From an optimization exercise on the open Yosys and OpenROAD flow, aimed at small area, a short achievable clock period and few clock cycles; shortcuts taken in it are not production practice. At most, simulation tests tie the RTL to the original design; equivalence was not proved. Power figures rest on the tool's default switching activity, not on a simulated workload.

## build 14
// pcmdf_dec
module pcmdf_dec (
    input  wire        clk,
    input  wire        rst,
    input  wire        start,
    input  wire [15:0] cfg_len,
    input  wire [15:0] cfg_fps,
    input  wire        cfg_fps_set,
    input  wire        cfg_extract,
    output wire        idle,
    input  wire        in_valid,
    output reg         in_ready,
    input  wire [31:0] in_data,
    output reg         out_valid,
    input  wire        out_ready,
    output reg  [1:0]  out_type,
    output reg  [31:0] out_data,
    output reg  [2:0]  out_nbytes,
    output reg         out_tp,
    output reg  [63:0] out_ts,
    output reg  [15:0] out_hdr,
    output reg         out_ss,
    output reg  [31:0] out_sync,
    output reg  [15:0] out_sfid,
    output reg  [15:0] out_plen,
    output wire [2:0]  out_status,
    output reg  [15:0] out_offset,
    output reg  [15:0] out_count,
    output reg  [31:0] out_mode_word
);
    localparam [1:0] T_HDR = 2'd0, T_PAY = 2'd1, T_END = 2'd2;
    localparam [2:0] PH_MODE  = 3'd0,   
                     PH_TP    = 3'd1,   
                     PH_REC   = 3'd2,   
                     PH_DRAIN = 3'd3,   
                     PH_SHORT = 3'd4;   
    reg        busy;
    reg [2:0]  phase;
    reg [1:0]  status;
    reg        fpsv_l;      
  ...
Size in the first run: roughly 380 flip-flops, about 320 I/O pins, ~0.020 mm² of cells after synthesis.
Settings: LEC_CHECK=0, CAP_MARGIN=20, CORE_MARGIN=2, CORE_UTILIZATION=40, PLACE_DENSITY=0.6, SETUP_SLACK_MARGIN=5, SLEW_MARGIN=20; clock period 8.0 ns.
run.sh (not shown) runs the stock make flow with config.mk's settings and CLKGATE_MAP_FILE= SYNTH_SCRIPT=/design/flow/synth_recipe.tcl, a recipe that flattens the netlist after the stock synthesis.
Testbench counts of build 14, summed over its fixed seeds: cycles 18,738.
[inputs] build 8 vs build 14
==> flow/flow/run.sh (new file) <==
#!/bin/bash
# The standard layout (standard synthesis, floorplan, place, CTS, route),
# with the smallest buffer on each input and output port instead of the
# default port buffer cell. Each tool's output goes to its log here.
set -euo pipefail
export BUFFER_PORTS_ARGS="-buffer_cell sky130_fd_sc_hd__buf_1"
bash standard.sh synth > synth.log 2>&1
bash standard.sh finish > layout.log 2>&1
==> flow/standard.sh (new file) <==
#!/bin/bash
# synth_recipe.tcl (not shown) runs the flow's synth.tcl, then flattens the netlist and writes it again
# the make line also repeats each setting of config.mk as NAME=value (left out here)
make -C /OpenROAD-flow-scripts/flow DESIGN_CONFIG=/design/flow/config.mk WORK_HOME=/design/flow/orfs CLKGATE_MAP_FILE= SYNTH_SCRIPT=/design/flow/synth_recipe.tcl "${@:-finish}"
diff --git a/flow/config.mk b/flow/config.mk
--- a/flow/config.mk
+++ b/flow/config.mk
@@ -10,4 +10,4 @@
 export CORE_UTILIZATION = 40
 export PLACE_DENSITY = 0.6
-export SETUP_SLACK_MARGIN = 5
+export SETUP_SLACK_MARGIN = 4.5
 export SLEW_MARGIN = 20
removed: flow/run.sh
==> comparison <==
The final layouts of build 8 and build 14 pass the timing, DRC and antenna checks.
In build 8, the detailed-route wire length came out 9.8% below the value in build 14.
Comparing build 8 and build 14, first-pass GRT wire length is lower on build 8.
Build 8: hold slack is 10 ps higher than what build 14 reported.
Build 8 vs build 14: non-clock buffer count down in build 8
Changes observed in build 8 relative to build 14: number of global-route vias before repair went down by 1213, met2 usage went down by 5.7 points, worst setup slack went down by 240 ps, sum of internal, switching and leakage power went down by about 4%.
Compared with build 14, build 8 shows share of the clock period used by the worst path higher by 3.1 points.
Compared with build 14, build 8 shows a higher required arrival time at the worst endpoint.
Higher logic depth of the worst register-to-register path goes to build 14 over build 8.
Input-level comparison between build 24 and build 8:
diff --git a/flow/config.mk b/flow/config.mk
--- a/flow/config.mk
+++ b/flow/config.mk
@@ -8,6 +8,6 @@
 export CAP_MARGIN = 20
 export CORE_MARGIN = 2
-export CORE_UTILIZATION = 40
-export PLACE_DENSITY = 0.6
+export CORE_UTILIZATION = 60
+export PLACE_DENSITY = 0.75
 export SETUP_SLACK_MARGIN = 4.5
 export SLEW_MARGIN = 20
### Flow results
Setup slack (build 24 over build 8): increase, 68 ps. Build 24 can be clocked faster than build 8. Max worst hold slack across build 24 and build 8: build 8. | sequential share of layout area | build 24 vs build 8 | 1.2 points higher |. Looking at final period utilization, build 24 sits below build 8. In build 24 the count of antenna diodes in the layout turned out 8 lower than in build 8. Est. power | build 24 vs build 8 | build 24 lower. Number of gates on the worst path with buffers counted: build 24 higher than build 8. In build 24 relative to build 8, average detailed-routed wire length per instance had gone up by a few percent. On total internal power, build 24 does worse than build 8.
Here is what was changed in the inputs of build 62 compared with build 24.
==> flow/run.sh (new file) <==
#!/bin/bash
# synth_recipe.tcl (not shown) runs the flow's synth.tcl, then flattens the netlist and writes it again
# the make line also repeats each setting of config.mk as NAME=value (left out here)
make -C /OpenROAD-flow-scripts/flow DESIGN_CONFIG=/design/flow/config.mk WORK_HOME=/design/flow/orfs CLKGATE_MAP_FILE= SYNTH_SCRIPT=/design/flow/synth_recipe.tcl finish
diff --git a/flow/config.mk b/flow/config.mk
--- a/flow/config.mk
+++ b/flow/config.mk
@@ -8,6 +8,6 @@
 export CAP_MARGIN = 20
 export CORE_MARGIN = 2
-export CORE_UTILIZATION = 60
-export PLACE_DENSITY = 0.75
+export CORE_UTILIZATION = 40
+export PLACE_DENSITY = 0.6
 export SETUP_SLACK_MARGIN = 4.5
 export SLEW_MARGIN = 20
removed: flow/flow/run.sh
removed: flow/standard.sh
## What came out
Diff build 24 -> build 62: total I/O pin count saw little to no change, fraction of cell area in non-clock buffers saw an increase, number of antenna cells inserted saw an increase.
Compared to build 24, build 62 shows a narrower setup margin.
Initial antenna violation count ends up lower on build 24.
In the metrics for build 24 and build 62, the one carrying the higher actual slew at the worst max-slew pin is build 24.
The final weighted congestion of routability-driven global placement of build 62 falls short of that of build 24 by 0.030.

========
pcmdf_dec, a different RTL version from the one above (not shown whole).
Size in the first run: roughly 340 flip-flops, roughly 18000 um2 of cells after synthesis.
export LEC_CHECK = 0
export CAP_MARGIN = 20
export CORE_MARGIN = 2
export CORE_UTILIZATION = 60
export CTS_BUF_LIST = sky130_fd_sc_hd__clkbuf_4 sky130_fd_sc_hd__clkbuf_8
export PLACE_DENSITY = 0.75
export SETUP_SLACK_MARGIN = 4.6
export SLEW_MARGIN = 20
create_clock -name core_clock -period 8.0 [get_ports {clk}]
standard.sh (not shown) runs the stock make flow with config.mk's settings and CLKGATE_MAP_FILE= SYNTH_SCRIPT=/design/flow/synth_recipe.tcl, a recipe that flattens the netlist after the stock synthesis.
==> flow/flow/run.sh <==
#!/bin/bash
# The standard layout (standard synthesis, floorplan, place, CTS, route),
# with the smallest buffer on each input and output port instead of the
# default port buffer cell. Each tool's output goes to its log here.
set -euo pipefail
export BUFFER_PORTS_ARGS="-buffer_cell sky130_fd_sc_hd__buf_1"
bash standard.sh synth > synth.log 2>&1
bash standard.sh finish > layout.log 2>&1
Testbench counts at the start, summed over its fixed seeds: cycles 18,614.
Rerun with:
- GPL_TIMING_DRIVEN: not set -> 0
- SETUP_SLACK_MARGIN: 4.6 -> 4.8
- The changed run completed without violations
- total power grows by 1.3%
- area after synthesis is unchanged
- wire length grows by 5.0%
- register-to-register slack improved by 0.20 ns
- combinational power grows by 9.9%
- core utilization grows by 2.9 points
- non-clock buffer count grows by 90
- worst setup slack got worse by 0.0094 ns
- design area grows by 4.2%
- clock power hardly moves
- hold slack improved by 0.016 ns
Rerun with:
- GPL_TIMING_DRIVEN: 0 -> not set
What happened:
- The changed run completed with no timing, DRC or antenna violations
- total power fell by 2.9%
- critical path depth fell by 2
- sequential share of layout area rose by 1.4 points
- core utilization fell by 2.1 points
- first-iteration DRC count fell by 7.9%
- design area fell by 2.8%
- combinational power fell by 4.9%
- count of clock-buffer cells in the layout fell by 4
- global-route usage fell by 1.3 points
- die area does not change
- synthesized cell count does not change

========
Another version of the RTL of pcmdf_dec (not shown whole).
Size in the first run: ~1600 cells after synthesis, roughly 320 I/O pins, about 18000 µm² of cells after synthesis.
clock: 8.0 ns
lec_check: 0
cap_margin: 20
core_margin: 2
core_utilization: 60
cts_buf_list: sky130_fd_sc_hd__clkbuf_4 sky130_fd_sc_hd__clkbuf_8
place_density: 0.75
setup_slack_margin: 4.8
slew_margin: 20
Scripts as last shown in full above: flow/flow/run.sh
==> next run, changes <==
Settings changed: SETUP_SLACK_MARGIN 4.8 to 5.
Outcome:
- The changed run finished clean
- final cell count rose by 1.6%
- worst setup slack is better by 0.13 ns
- power climbs by 5.9%
- clock-buffer cell count climbs by 12
- area after synthesis is unchanged
- final area grows by 3.8%
==> next run, changes <==
Settings changed: CTS_BUF_LIST sky130_fd_sc_hd__clkbuf_4 sky130_fd_sc_hd__clkbuf_8 to sky130_fd_sc_hd__clkbuf_4, SETUP_SLACK_MARGIN 5 to 4.8.
Result:
- count of clock-buffer cells in the layout went up by 40
- via count went down by 1.5%
- routed wire length went down by 4.5%
- power went down by about 6%
- worst setup slack gets worse by 0.17 ns
- fmax went down by 5.3%
- synthesized area does not change
- cell count went up by about 0.8%
- design area went down by about 4%
- critical path depth went up by 1
==> next run, changes <==
Settings changed: CORE_UTILIZATION 60 to 50, CTS_BUF_LIST sky130_fd_sc_hd__clkbuf_4 to sky130_fd_sc_hd__clkbuf_4 sky130_fd_sc_hd__clkbuf_8, PLACE_DENSITY 0.75 to 0.7.
Effect:
- The new run passed the timing, DRC and antenna checks
- clock-buffer cell count is lower by 47
- synthesized area is unchanged
- die area is higher by 20%
- cell area is higher by 0.68%
- routed wire length is higher by 2.8%
- setup slack gets better by 0.041 ns
- global-route usage is lower by 4.5 points
- fmax is higher by 1.3%
- power is higher by 0.90%
==> next run, changes <==
Settings changed: CORE_UTILIZATION 50 to 60, CTS_BUF_LIST sky130_fd_sc_hd__clkbuf_4 sky130_fd_sc_hd__clkbuf_8 to sky130_fd_sc_hd__clkbuf_2 sky130_fd_sc_hd__clkbuf_4, PLACE_DENSITY 0.7 to 0.75.
Critical path depth is higher by 2. Setup slack degrades by 0.041 ns. Clock-buffer cell count is higher by 47. Combinational power is about the same. Final area is lower slightly. Die area is lower by about a fifth. Total power is lower slightly.
No functional check of the RTL was part of any run of this note.

========
== v37 ==
RTL: one of the versions met above, not the one the previous note started from.
For scale: about 340 flip-flops, ~320 I/O pins, ~18000 um^2 of cells after synthesis.
Design pcmdf_dec, start of the top module:
module pcmdf_dec (
    input  wire        clk,
    input  wire        rst,
    input  wire        start,
    input  wire [15:0] cfg_len,
    input  wire [15:0] cfg_fps,
    input  wire        cfg_fps_set,
    input  wire        cfg_extract,
    output wire        idle,
    input  wire        in_valid,
    output reg         in_ready,
    input  wire [31:0] in_data,
    output reg         out_valid,
    input  wire        out_ready,
    output reg  [1:0]  out_type,
    output wire [31:0] out_data,
    output reg  [2:0]  out_nbytes,
    output reg         out_tp,
    output reg  [63:0] out_ts,
    output reg  [15:0] out_hdr,
    output reg         out_ss,
    output wire [31:0] out_sync,
    output reg  [15:0] out_sfid,
    output reg  [15:0] out_plen,
    output wire [2:0]  out_status,
    output reg  [15:0] out_offset,
    output reg  [15:0] out_count,
    output reg  [31:0] out_mode_word
);
    localparam [1:0] T_HDR = 2'd0, T_PAY = 2'd1, T_END = 2'd2;
    localparam [2:0] PH_MODE  = 3'd0,   
                     PH_TP    = 3'd1,   
                     PH_REC   = 3'd2,   
                     PH_DRAIN = 3'd3,   
                     PH_SHORT = 3'd4;   
    reg        busy;
    reg [2:0]  phase;
    reg [1:0]  status;
    reg        fpsv_l;      
    reg        xbad;        
    reg [15:0] lrem;        
    reg        lnz;         
    reg        lw;          
    reg        fit0;        
    reg        fit1;        
    reg [15:0] sh;          
    reg [15:0] hl;          
    reg        rl0, rl1;    
    reg [3:0]  fi;          
    reg [15:0] hold;        
    reg        hv;          
    reg        df;          
    reg        tsh;         
    reg [31:0] sk;          
    reg        skv;
    reg        endp;        
    reg [31:0] dsync;
    assign out_status = {1'b0, status};
    assign out_data   = dsync;
    assign out_sync   = dsync;
    wire   hdr_wait   = out_valid && (out_type == T_HDR);
  ...
Settings: LEC_CHECK=0, CAP_MARGIN=20, CORE_MARGIN=2, CORE_UTILIZATION=60, CTS_BUF_LIST=sky130_fd_sc_hd__clkbuf_4 sky130_fd_sc_hd__clkbuf_8, PLACE_DENSITY=0.65, SETUP_SLACK_MARGIN=4.8, SLEW_MARGIN=20; clock period 8.0 ns.
Scripts as last shown in full above: flow/flow/run.sh
Testbench counts of v37, summed over its fixed seeds: cycles 18,614.
Setup changes, v37 to v31
- setting TNS_END_PERCENT to 0 for the first time
- changing SETUP_SLACK_MARGIN from 4.8 to 5
- changing PLACE_DENSITY from 0.65 to 0.75
## What came out
When v31 is measured against v37, its post-detailed-placement half-perimeter wirelength turns out 1.7% higher.
Compared with v37, v31 shows a higher clock-buffer cell count.
In terms of worst clock skew, v37 and v31 differ only marginally.
Any difference in wire length between v31 and v37 is small enough to ignore.

========
pcmdf_dec, a different RTL version from the one above (not shown whole).
Size: ~2100 cells after synthesis, about 340 flip-flops, about 320 I/O pins, about 21000 sq um of cells after synthesis.
make LEC_CHECK=0 CAP_MARGIN=20 CORE_MARGIN=2 CORE_UTILIZATION=40 PLACE_DENSITY=0.6 SETUP_SLACK_MARGIN=4.5 SLEW_MARGIN=20 finish   # period 8.0 ns
run.sh (not shown) runs the stock make flow with config.mk's settings and CLKGATE_MAP_FILE= SYNTH_SCRIPT=/design/flow/synth_recipe.tcl, a recipe that flattens the netlist after the stock synthesis.
Stock flow here: none of the scripts above is used.
The baseline ran to the end with no violations.
Testbench counts at the start, summed over its fixed seeds: cycles 18,994.
Rerun with:
SETUP_SLACK_MARGIN = default   (was 4.5)
Routed wire length fell by about 6%; via count drops by 4.0%; cell area fell by 6.1%; worst hold slack gets better by 3.0 ps; non-clock buffer count shrinks by 80; maximum frequency goes down by 25%; final cell count drops by 2.9%; utilization is lower by 3.3 points.

========
Another version of the RTL of pcmdf_dec (not shown whole).
For scale: ~1500 cells after synthesis, about 320 I/O pins, roughly 17000 sq um of cells after synthesis.
clock: 8.0 ns
lec_check: 0
cap_margin: 20
core_margin: 2
core_utilization: 60
cts_buf_list: sky130_fd_sc_hd__clkbuf_4 sky130_fd_sc_hd__clkbuf_8
place_density: 0.75
setup_slack_margin: 5
slew_margin: 20
tns_end_percent: 10
standard.sh (not shown) runs the stock make flow with config.mk's settings and CLKGATE_MAP_FILE= SYNTH_SCRIPT=/design/flow/synth_recipe.tcl, a recipe that flattens the netlist after the stock synthesis.
Scripts as last shown in full above: flow/flow/run.sh
The baseline finished clean.
Next try:
Settings changed: TNS_END_PERCENT 10 to default.
Result:
- routed wire length rises by 3.7%
- critical path depth falls by 1
- maximum frequency rises by 5.0%
- power rises by 1.3%
Next try:
Settings changed: TNS_END_PERCENT from default to 0.
What happened: Routed wire length went down by a few percent. Sequential cell count does not change. Clock power went up by a few percent. Cell count went down by a few percent. Via count went down by a few percent. Clock skew went up by 0.0081 ns. Global-route usage went down by 1.0 points. First-iteration DRC count went up by a few percent. Area after synthesis is unchanged.
Next try:
Settings changed: SETUP_SLACK_MARGIN 5 to 4.8, TNS_END_PERCENT 0 to default.
Outcome:
- The changed run ran to the end with no violations
- global-route usage increases by 0.52 points
- synthesized cell count does not change
- final area went up by 1.2%
- hold slack improves by 0.021 ns
- clock power is about the same
- cell count increases by 0.35%
- routed wire length rises by 1.4%
- sequential share of layout area falls by 0.57 points
Function was not checked in any run of this note: the RTL went through the layout flow alone.

========
The RTL this note starts from:
==> flow/design.v <==
module pcmdf_dec (
    input  wire        clk,
    input  wire        rst,
    input  wire        start,
    input  wire [15:0] cfg_len,
    input  wire [15:0] cfg_fps,
    input  wire        cfg_fps_set,
    input  wire        cfg_extract,
    output wire        idle,
    input  wire        in_valid,
    output reg         in_ready,
    input  wire [31:0] in_data,
    output reg         out_valid,
    input  wire        out_ready,
    output reg  [1:0]  out_type,
    output reg  [31:0] out_data,
    output reg  [2:0]  out_nbytes,
    output reg         out_tp,
    output reg  [63:0] out_ts,
    output reg  [15:0] out_hdr,
    output reg         out_ss,
    output reg  [31:0] out_sync,
    output reg  [15:0] out_sfid,
    output reg  [15:0] out_plen,
    output wire [2:0]  out_status,
    output reg  [15:0] out_offset,
    output reg  [15:0] out_count,
    output reg  [31:0] out_mode_word
);
    localparam [1:0] T_HDR = 2'd0, T_PAY = 2'd1, T_END = 2'd2;
    localparam [2:0] PH_MODE  = 3'd0,   
                     PH_TP    = 3'd1,   
                     PH_REC   = 3'd2,   
                     PH_DRAIN = 3'd3,   
                     PH_SHORT = 3'd4;   
    reg        busy;
    reg [2:0]  phase;
    reg [1:0]  status;
    reg        fpsv_l;      
    reg        xbad;        
    reg [15:0] lrem;        
    reg        lnz;         
    reg        lw;          
    reg        fit0;        
    reg        fit1;        
    reg [15:0] shr;         
    reg [15:0] hl;          
    reg        rl0, rl1;    
    reg [3:0]  fi;          
    reg [15:0] hold;        
    reg        hv;          
    reg        df;          
    reg        tsh;         
    reg [31:0] sk;          
    reg        skv;
    reg        endp;        
    assign out_status = {1'b0, status};
    wire   hdr_wait   = out_valid && (out_type == T_HDR);
    assign idle       = !busy && !hdr_wait;
    wire out_free = !out_valid || out_ready;
    wire slot     = out_free && !endp;        
    wire acc      = in_valid && in_ready;
    wire go       = (skv || acc) && slot;
    wire [31:0] w = skv ? sk : in_data;
    wire [13:0] lrem_q = lrem[15:2] - 14'd1;
    wire [15:0] h0 = w[15:0];
    wire [15:0] h1 = w[31:16];
    wire        x  = out_ss;
    wire        odd = out_plen[0];      
    wire        rec = (phase == PH_REC);
    wire        rlast0 = rl0;                     
    wire        rlast1 = rl1;                     
    wire [3:0]  fi1 = (fi == 4'd8) ? 4'd8 : fi + 4'd1;
    wire [3:0]  f1  = rlast0 ? 4'd0 : fi1;
    wire        p0  = x ? (fi >= 4'd8) : (fi >= 4'd5);
    wire        p1  = x ? (f1 >= 4'd8) : (f1 >= 4'd5);
    wire        start0 = (fi == 4'd0);
    wire        nofit0 = start0 && !fit0;
    wire        nofit1 = rlast0 && !fit1;
    wire        bad0   = start0 && xbad;
    wire        par  = shr[0] ^ hl[0];            
    wire [15:0] E    = par ? h1 : h0;
    wire [15:0] O    = par ? h0 : h1;
    wire [3:0]  idxE = par ? fi1 : fi;
    wire [3:0]  idxO = par ? fi : fi1;
    wire        vE   = !(rlast0 && par);          
    wire        vO   = !(rlast0 && !par);
    wire        h0ff   = (h0 == 16'hFFFF);
    wire        h1ff   = (h1 == 16'hFFFF);
    wire        ts_pos = (idxO == 4'd3) && vO && (out_ts[31:0] == 32'hFFFF_FFFF) &&
                         (!par || (out_ts[47:32] == 16'hFFFF));
    wire        ts_bad = ts_pos && h0ff && (par || h1ff);
    wire        ts_end = ts_pos && par && rlast1;
    wire        hdr_w = x ? ((idxO == 4'd7) && vO) : ((idxE == 4'd4) && vE);
    wire        pay_beat = hv ? p0 : (p0 && !hdr_w);
    wire        hv_n     = (hdr_w && p1) || (hv && p0 && p1) || (!hv && !p0 && p1);
    wire        df_n     = (go && rec) ? (hv_n && rlast1) : (df && !out_free);
    wire [2:0]  nb_rec   = hv ? (!p0 ? (odd ? 3'd1 : 3'd2) : (rlast0 && odd) ? 3'd3 : 3'd4)
                              : (rlast0 ? (odd ? 3'd1 : 3'd2) : ((rlast1 && odd) ? 3'd3 : 3'd4));
    wire [17:0] fit_d  = {2'b00, lrem} + {17'd0, odd} - {1'b0, shr, 1'b0} - 18'd6;
    wire [17:0] fit_d2 = {2'b00, lrem} + {17'd0, odd} - {1'b0, shr, 1'b0} - 18'd8;
    reg        busy_n, lnz_n, skv_n, endp_n, short_n;
    reg [2:0]  phase_n;
    reg        end_now;
    always @* begin
        skv_n   = skv ? !slot : (acc && !slot);
        busy_n  = busy;
        lnz_n   = lnz;
        phase_n = phase;
        short_n = (phase == PH_SHORT);
        endp_n  = endp && !out_free;
        end_now = 1'b0;
        if (!busy) begin
            if (start && !hdr_wait) begin
                busy_n  = 1'b1;
                lnz_n   = (cfg_len != 16'd0);
                short_n = (cfg_len < 16'd4);
                phase_n = short_n ? PH_SHORT : PH_MODE;
            end
        end else begin
            if (phase == PH_SHORT && slot) begin
                phase_n = PH_DRAIN;
                short_n = 1'b0;
            end
            if (go) begin
                lnz_n = !lw;
                case (phase)
                    PH_MODE:  phase_n = w[20] ? PH_TP : (fpsv_l ? PH_REC : PH_DRAIN);
                    PH_REC:   if (nofit0 || bad0 || ts_bad || nofit1) phase_n = PH_DRAIN;
                    PH_DRAIN: end_now = lw && !df;
                    default: ;
                endcase
            end
            if (end_now) begin
                busy_n = 1'b0;
            end else if (!lnz_n && !df_n && !short_n) begin
                busy_n = 1'b0;
                endp_n = 1'b1;
            end
        end
    end
    always @(posedge clk) begin
        if (rst) begin
            busy      <= 1'b0;
            out_valid <= 1'b0;
            df        <= 1'b0;
            skv       <= 1'b0;
            in_ready  <= 1'b0;
            endp      <= 1'b0;
            phase     <= PH_MODE;
        end else begin
            busy     <= busy_n;
            lnz      <= lnz_n;
            skv      <= skv_n;
            phase    <= phase_n;
            endp     <= endp_n;
            in_ready <= busy_n && lnz_n && !skv_n && !short_n;
            if (out_valid && out_ready)
                out_valid <= 1'b0;
            if (acc && !slot)
                sk <= in_data;
            if (endp && out_free) begin
                out_valid <= 1'b1;
                out_type  <= T_END;
            end
            if (status == 2'd3)
                out_count <= 16'd0;
            if (!busy) begin
                if (start && !hdr_wait) begin
                    fpsv_l   <= cfg_fps_set;
                    xbad     <= cfg_extract && (cfg_fps < 16'd6);
                    out_ss   <= cfg_extract;
                    out_plen <= cfg_extract ? cfg_fps - 16'd6 : cfg_fps;
                    shr      <= ({1'b0, cfg_fps} + 17'd9) >> 1;
                    lrem     <= cfg_len;
                    lw       <= (cfg_len <= 16'd4);
                    hv       <= 1'b0;
                    df       <= 1'b0;
                    tsh      <= 1'b0;
                end
            end else begin
                if (phase == PH_SHORT && slot) begin
                    status        <= 2'd1;
                    out_offset    <= 16'd0;
                    out_count     <= 16'd0;
                    out_mode_word <= 32'd0;
                end
                if (df && out_free) begin
                    out_valid  <= 1'b1;
                    out_type   <= T_PAY;
                    out_data   <= {h0, hold};
                    out_nbytes <= odd ? 3'd1 : 3'd2;
                    hv         <= 1'b0;
                end
                df <= df_n;
                if (go) begin
                    lrem <= lw ? 16'd0 : {lrem_q, lrem[1:0]};
                    lw   <= (lrem[15:3] == 13'd0) || (lrem == 16'd8);
                    fit0 <= !fit_d[17];
                    fit1 <= !fit_d2[17];
                    hold <= h1;
                    out_data <= hv ? {h0, hold} : w;
                    case (phase)
                        PH_MODE: begin
                            out_mode_word <= w;
                            fi            <= 4'd0;
                            hl            <= shr;
                            rl0           <= 1'b0;
                            rl1           <= 1'b0;
                            out_tp        <= w[20];
                            if (w[20]) begin
                                out_valid  <= 1'b1;
                                out_type   <= T_HDR;
                                out_plen   <= {lrem_q, lrem[1:0]};
                                out_offset <= lrem;
                                out_count  <= 16'd1;
                                status     <= 2'd0;
                            end else begin
                                out_offset <= 16'd4;
                                out_count  <= 16'd0;
                                status     <= fpsv_l ? 2'd0 : 2'd2;
                            end
                        end
                        PH_TP: begin
                            out_valid  <= 1'b1;
                            out_type   <= T_PAY;
                            out_nbytes <= lw ? {1'b0, lrem[1:0]} : 3'd4;
                            if (lw && lrem[1:0] == 2'd0)
                                out_nbytes <= 3'd4;
                        end
                        PH_REC: begin
                            fi  <= rlast0 ? 4'd1 : rlast1 ? 4'd0 : (fi >= 4'd6) ? 4'd8 : fi + 4'd2;
                            hl  <= rlast0 ? shr - 16'd1 : rlast1 ? shr : hl - 16'd2;
                            rl0 <= !rlast0 && !rlast1 && (hl == 16'd2);
                            rl1 <= !rlast0 && !rlast1 && (hl == 16'd3);
                            if (tsh)
                                out_ts[15:0] <= hold;
                            else if (idxE == 4'd0 && vE)
                                out_ts[15:0] <= E;
                            if (idxO == 4'd1 && vO) out_ts[31:16] <= O;
                            if (idxE == 4'd2 && vE) out_ts[47:32] <= E;
                            if (idxO == 4'd3 && vO) out_ts[63:48] <= O;
                            if (idxE == 4'd4 && vE) out_hdr <= E;
                            if (idxO == 4'd5 && vO) out_sync[31:16] <= O;
                            if (idxE == 4'd6 && vE) out_sync[15:0]  <= E;
                            if (idxO == 4'd7 && vO) out_sfid <= O;
                            tsh <= rlast0;
                            out_nbytes <= nb_rec;
                            hv <= hv_n;
                            if (hdr_w) begin
                                out_type <= T_HDR;
                                if (!ts_bad && !bad0)
                                    out_valid <= 1'b1;
                            end else begin
                                out_type <= T_PAY;
                                if (pay_beat)
                                    out_valid <= 1'b1;
                            end
                            if (rlast0 || rlast1)
                                out_count <= out_count + 16'd1;
                            if ((rlast0 || rlast1) && !(ts_end && h0ff))
                                out_offset <= out_offset + {shr[14:0], 1'b0} + 16'd2;
                            if ((bad0 && !nofit0) || ts_bad)
                                status <= 2'd3;
                        end
                        PH_DRAIN: begin
                            if (lw && !df) begin
                                out_valid <= 1'b1;
                                out_type  <= T_END;
                            end
                        end
                        default: ;
                    endcase
                end
            end
        end
    end
endmodule
export LEC_CHECK = 0
export CAP_MARGIN = 20
export CORE_MARGIN = 2
export CORE_UTILIZATION = 60
export CTS_BUF_LIST = sky130_fd_sc_hd__clkbuf_4 sky130_fd_sc_hd__clkbuf_8
export PLACE_DENSITY = 0.75
export SETUP_SLACK_MARGIN = 4.8
export SLEW_MARGIN = 20
create_clock -name core_clock -period 8.0 [get_ports {clk}]
Scripts as last shown in full above: flow/flow/run.sh
==> next run, changes <==
Settings changed: CORE_UTILIZATION 60 to 70, PLACE_DENSITY 0.75 to 0.85.
What happened: Wire length goes up by 10%; core utilization went up by 13 points; synthesized cell count stays the same; setup slack degrades by 130 ps; die area decreases by 14%; register-to-register slack gets worse by 130 ps; cell area hardly moves; power went up by 0.96%; sequential cell count stays the same.
No functional check of the RTL was part of any run of this note.

-- re-timing with driven ports --
The flow's constraints put no driver on any port. The routed layouts listed below were extracted and timed again, unchanged, in two steps.
Step 1 (the two cells are an assumption about what drives the block):
set clk [get_ports {clk}]
set_driving_cell -lib_cell sky130_fd_sc_hd__clkbuf_16 $clk
set_driving_cell -lib_cell sky130_fd_sc_hd__buf_2 [delete_from_list [all_inputs] $clk]
Step 2, shift: input delay + t, output delay - t, t = (earliest + latest rising clock arrival at the registers) / 2. This alone moves slack from input paths to output paths.
Three values: no drivers, after step 1, after step 2; two values: the first two.
| run | t, ns | setup slack, ns | hold WS [ns] | worst slew at a driven data input, ns | pins driven straight from the clock port |
|---|---|---|---|---|---|
| build 14 | 0.647 | 4.693 / 4.724 / 4.077 | 0.552 / 0.552 / 0.552 | 0.11 | 1 |
| build 8 | 0.641 | 4.449 / 4.483 / 3.843 | 0.562 / 0.562 / 0.562 | 0.11 | 1 |
| build 24 | 0.595 | 4.517 / 4.546 / 3.951 | 0.555 / 0.555 / 0.555 | 0.10 | 1 |
| build 62 | 0.649 | 4.506 / 4.487 / 3.859 | 0.569 / 0.569 / 0.569 | 0.10 | 1 |
| the first run of note 2 | 0.639 | 4.632 / 4.613 / 3.974 | 0.535 / 0.535 / 0.535 | 0.10 | 1 |
| the second run of note 2 | 0.647 | 4.623 / 4.574 / 4.028 | 0.552 / 0.552 / 0.552 | 0.10 | 1 |
| the third run of note 2 | 0.629 | 4.781 / 4.731 / 4.256 | 0.544 / 0.544 / 0.544 | 0.10 | 1 |
| the first run of note 3 | 0.633 | 4.836 / 4.782 / 4.150 | 0.568 / 0.568 / 0.568 | 0.09 | 1 |
| the second run of note 3 | 0.648 | 4.971 / 4.928 / 4.280 | 0.539 / 0.539 / 0.539 | 0.09 | 1 |
| the third run of note 3 | 0.782 | 4.802 / 4.793 / 4.011 | 0.549 / 0.549 / 0.549 | 0.09 | 1 |
| the fourth run of note 3 | 0.676 | 4.843 / 4.831 / 4.155 | 0.518 / 0.518 / 0.518 | 0.08 | 1 |
| the fifth run of note 3 | 0.782 | 4.802 / 4.793 / 4.011 | 0.549 / 0.549 / 0.549 | 0.09 | 1 |
| v37 | 0.647 | 4.836 / 4.811 / 4.188 | 0.550 / 0.550 / 0.550 | 0.10 | 1 |
| v31 | 0.648 | 4.799 / 4.751 / 4.173 | 0.545 / 0.545 / 0.545 | 0.08 | 1 |
| the first run of note 5 | 0.629 | 4.151 / 4.142 / 3.532 | 0.590 / 0.590 / 0.590 | 0.09 | 1 |
| the second run of note 5 | 0.641 | 2.862 / 2.833 / 2.384 | 0.593 / 0.593 / 0.593 | 0.08 | 1 |
| the first run of note 6 | 0.617 | 4.724 / 4.722 / 4.105 | 0.568 / 0.568 / 0.568 | 0.07 | 1 |
| the second run of note 6 | 0.631 | 4.881 / 4.879 / 4.248 | 0.573 / 0.573 / 0.573 | 0.07 | 1 |
| the third run of note 6 | 0.620 | 4.779 / 4.772 / 4.152 | 0.550 / 0.550 / 0.550 | 0.07 | 1 |
| the fourth run of note 6 | 0.650 | 4.774 / 4.803 / 4.153 | 0.571 / 0.571 / 0.571 | 0.07 | 1 |
| the first run of note 7 | 0.679 | 4.779 / 4.779 / 4.169 | 0.551 / 0.551 / 0.551 | 0.10 | 1 |
| the second run of note 7 | 0.672 | 4.644 / 4.644 / 4.158 | 0.569 / 0.569 / 0.569 | 0.13 | 1 |
After both steps setup and hold are still met in every run listed.
